What follows belongs to an exercise in optimizing a design on an open flow for small area, a short achievable clock period and few clock cycles per item; a production flow would make more cautious choices. Only simulation tests tie the RTL to the original design; equivalence was not proved.

## stack_vm
module stack_vm #(
    parameter MEMMAX = 16
) (
    input  wire                 clk,
    input  wire                 rst,           
    input  wire [31:0]          prog_len,      
    output wire [30:0]          prog_addr,     
    input  wire [63:0]          prog_rdata,    
    input  wire                 cmd_valid,
    input  wire                 cmd_run,       
    output wire                 cmd_ready,
    output reg                  done,
    output wire [32:0]          sp,
    output reg  [32:0]          ip,
    output wire [15:0]          status,
    output wire [32:0]          fault_ip,
    output wire [MEMMAX*32-1:0] stack_cells
);
Settings: LEC_CHECK=0, ABC_AREA=1, CAP_MARGIN=20, CORE_MARGIN=2, CORE_UTILIZATION=30, SLEW_MARGIN=20; clock period 13.0 ns.
run.sh (not shown) runs the stock make flow with config.mk's settings and CLKGATE_MAP_FILE= SYNTH_SCRIPT=/design/flow/synth_recipe.tcl, a recipe that flattens the netlist after the stock synthesis.
Testbench counts at the start, summed over its fixed seeds: cycles 60,697, instructions 41,447.
Next try:
--- a/flow/design.v
+++ b/flow/design.v
@@ -318,20 +318,20 @@
                                    o_jumpi ? PH_JI :
                                    o_alloc && a_over ? PH_AOV :
                                    o_alloc ? PH_REFT :
                                    o_store ? PH_REF : PH_FIRST) :
                        ph_reft  ? PH_REF :
                        ph_mul   ? (mul_last ? PH_FIRST : PH_MUL) :
                        ph_align ? (div_small ? PH_FIRST : PH_DIV) :
                        ph_div   ? (cnt0 ? (dv_neg ? PH_NEG : PH_FIRST) : PH_DIV) :
                        PH_FIRST;
-    reg  [30:0] pa_r;
-    assign prog_addr = pa_r;
+    reg  pa_ip, pa_n1, pa_tg;
+    assign prog_addr = pa_ip ? ip[30:0] : pa_n1 ? ip_inc : pa_tg ? d_arg[30:0] : ip_inc2;
     always @(posedge clk) begin
         len_r <= prog_len;
         if (e_go && e_we) stack[e_widx] <= rbus;
         if (rst) begin
             busy     <= 1'b0;
             run_mode <= 1'b0;
             done     <= 1'b0;
             d_valid  <= 1'b0;
             rf       <= 1'b0;
@@ -401,34 +401,29 @@
     wire d_load = busy && (!d_valid || e_done);
     wire e_done_nx = (ph_nx == PH_MUL)   ? ml_nx :
                      (ph_nx == PH_ALIGN) ? small_nx :
                      (ph_nx == PH_DIV)   ? (cnt0_nx & !dv_neg) :
                      ((ph_nx == PH_NEG) || (ph_nx == PH_JI) || (ph_nx == PH_REF));
     wire e_done_d = d_load ? !ms_new : e_done_nx;
     wire        upd      = e_go && (e_fault || e_done);
     wire        adv      = e_go && !e_fault && e_done;
     wire        cont     = adv && !e_halt && run_mode;
-    wire [30:0] ip_nxv   = upd ? (ip_redir ? d_arg[30:0] : ip_inc) : ip[30:0];
-    wire [30:0] ipn1_nxv = adv ? (ip_redir ? tgt_p1 : ipn2) : ipn1;
-    wire [30:0] ipn2_nxv = adv ? (ip_redir ? tgt_p2 : ipn_p3) : ipn2;
     wire        busy_nxv = !busy ? (cmd_valid && (st_state == ST_RUNNING)) :
                            !d_valid ? 1'b1 :
                            e_fault ? 1'b0 : (e_done ? cont : 1'b1);
     wire        dv_nxv   = !busy ? 1'b0 : !d_valid ? !rf : (cont ? !redir : 1'b1);
     wire        rf_nxv   = !busy ? 1'b0 : !d_valid ? 1'b0 : (cont ? jz_taken : rf);
     wire        phf_nxv  = !e_go || (ph_nx == PH_FIRST);
     wire        phji_nxv = e_go && (ph_nx == PH_JI);
     wire        djmp_nxv = d_load ? r_oh[22] : d_jmp;
-    wire [30:0] darg_nxv = d_load ? r_arg[30:0] : (e_go && ph_first && o_jumpi) ? alu_sum[30:0] : d_arg[30:0];
     wire        rdpa_nxv = (phf_nxv && djmp_nxv) || phji_nxv;
-    wire [30:0] pa_nx    = (!busy_nxv || (!dv_nxv && rf_nxv)) ? ip_nxv :
-                           (!dv_nxv || !e_done_d) ? ipn1_nxv :
-                           rdpa_nxv ? darg_nxv : ipn2_nxv;
+    wire        pa_ip_nx = !busy_nxv || (!dv_nxv && rf_nxv);
+    wire        pa_n1_nx = !dv_nxv || !e_done_d;
     always @(posedge clk) begin
         if (d_load) begin
             d_bad <= r_bad;
             d_opc <= r_opc;
             d_ms  <= ms_new;
             d_jmp <= r_oh[22];
             d_arg <= r_arg;
         end else if (e_go && ph_first && o_jumpi) begin
             d_arg <= alu_sum;                        
@@ -446,19 +441,21 @@
             pp_one <= nb_one;
             pp_two <= nb_two;
             pp_neg <= nb_neg;
         end else begin
             pp_one <= 1'b1;
             pp_two <= 1'b0;
             pp_neg <= 1'b1;
         end
         e_done <= e_done_d;
-        pa_r   <= rst ? 31'd0 : pa_nx;
+        pa_ip  <= rst | pa_ip_nx;
+        pa_n1  <= pa_n1_nx;
+        pa_tg  <= rdpa_nxv;
         if (e_go && tos_en) tos <= tos_nx;
         if (e_go && nos_en) nos <= nos_nx;
         if (e_go) begin
             if (ph_first) begin
                 md_q   <= 32'd0;
                 md_t33 <= a_s33;
                 md_bp  <= tos[1];
                 ml_r   <= ml_nx;
                 md_sa  <= nos[31];
- worst hold slack barely changes
- count of clock-buffer cells in the layout goes down by 4
- area after synthesis came out lower by 3.2%
- wire length falls by 2.2%
- cell area drops by 3.0%
- die area is lower by 3.2%
- core utilization came out higher by 0.16 points
- worst setup slack improved by 0.79 ns
Testbench counts after the change, summed over its fixed seeds: cycles 60,697, instructions 41,447.

-- separate check: timing with driven ports --
The results above use ideal ports. As a check the final layouts listed here were re-extracted and re-timed, cells and wires unchanged. Step 1, drivers: a clkbuf_16 drives clk and a buf_2 each remaining input, both assumed. Step 2 also shifts input and output timing later by t, the mid clock arrival at the registers, as if the neighbouring blocks saw the same clock. Three values: ideal ports, drivers, drivers and shift; two values: the first two.
run | shift t [ns] | setup WS [ns] | worst register clock-pin slew, ns | worst data-port slew with drivers (ns)
the first run | 0.865 | 5.407 / 5.407 / 5.407 | 0.09 / 0.09 | 0.17
the second run | 0.847 | 6.193 / 6.135 / 6.193 | 0.07 / 0.07 | 0.09
After both steps every run listed still meets setup and hold.
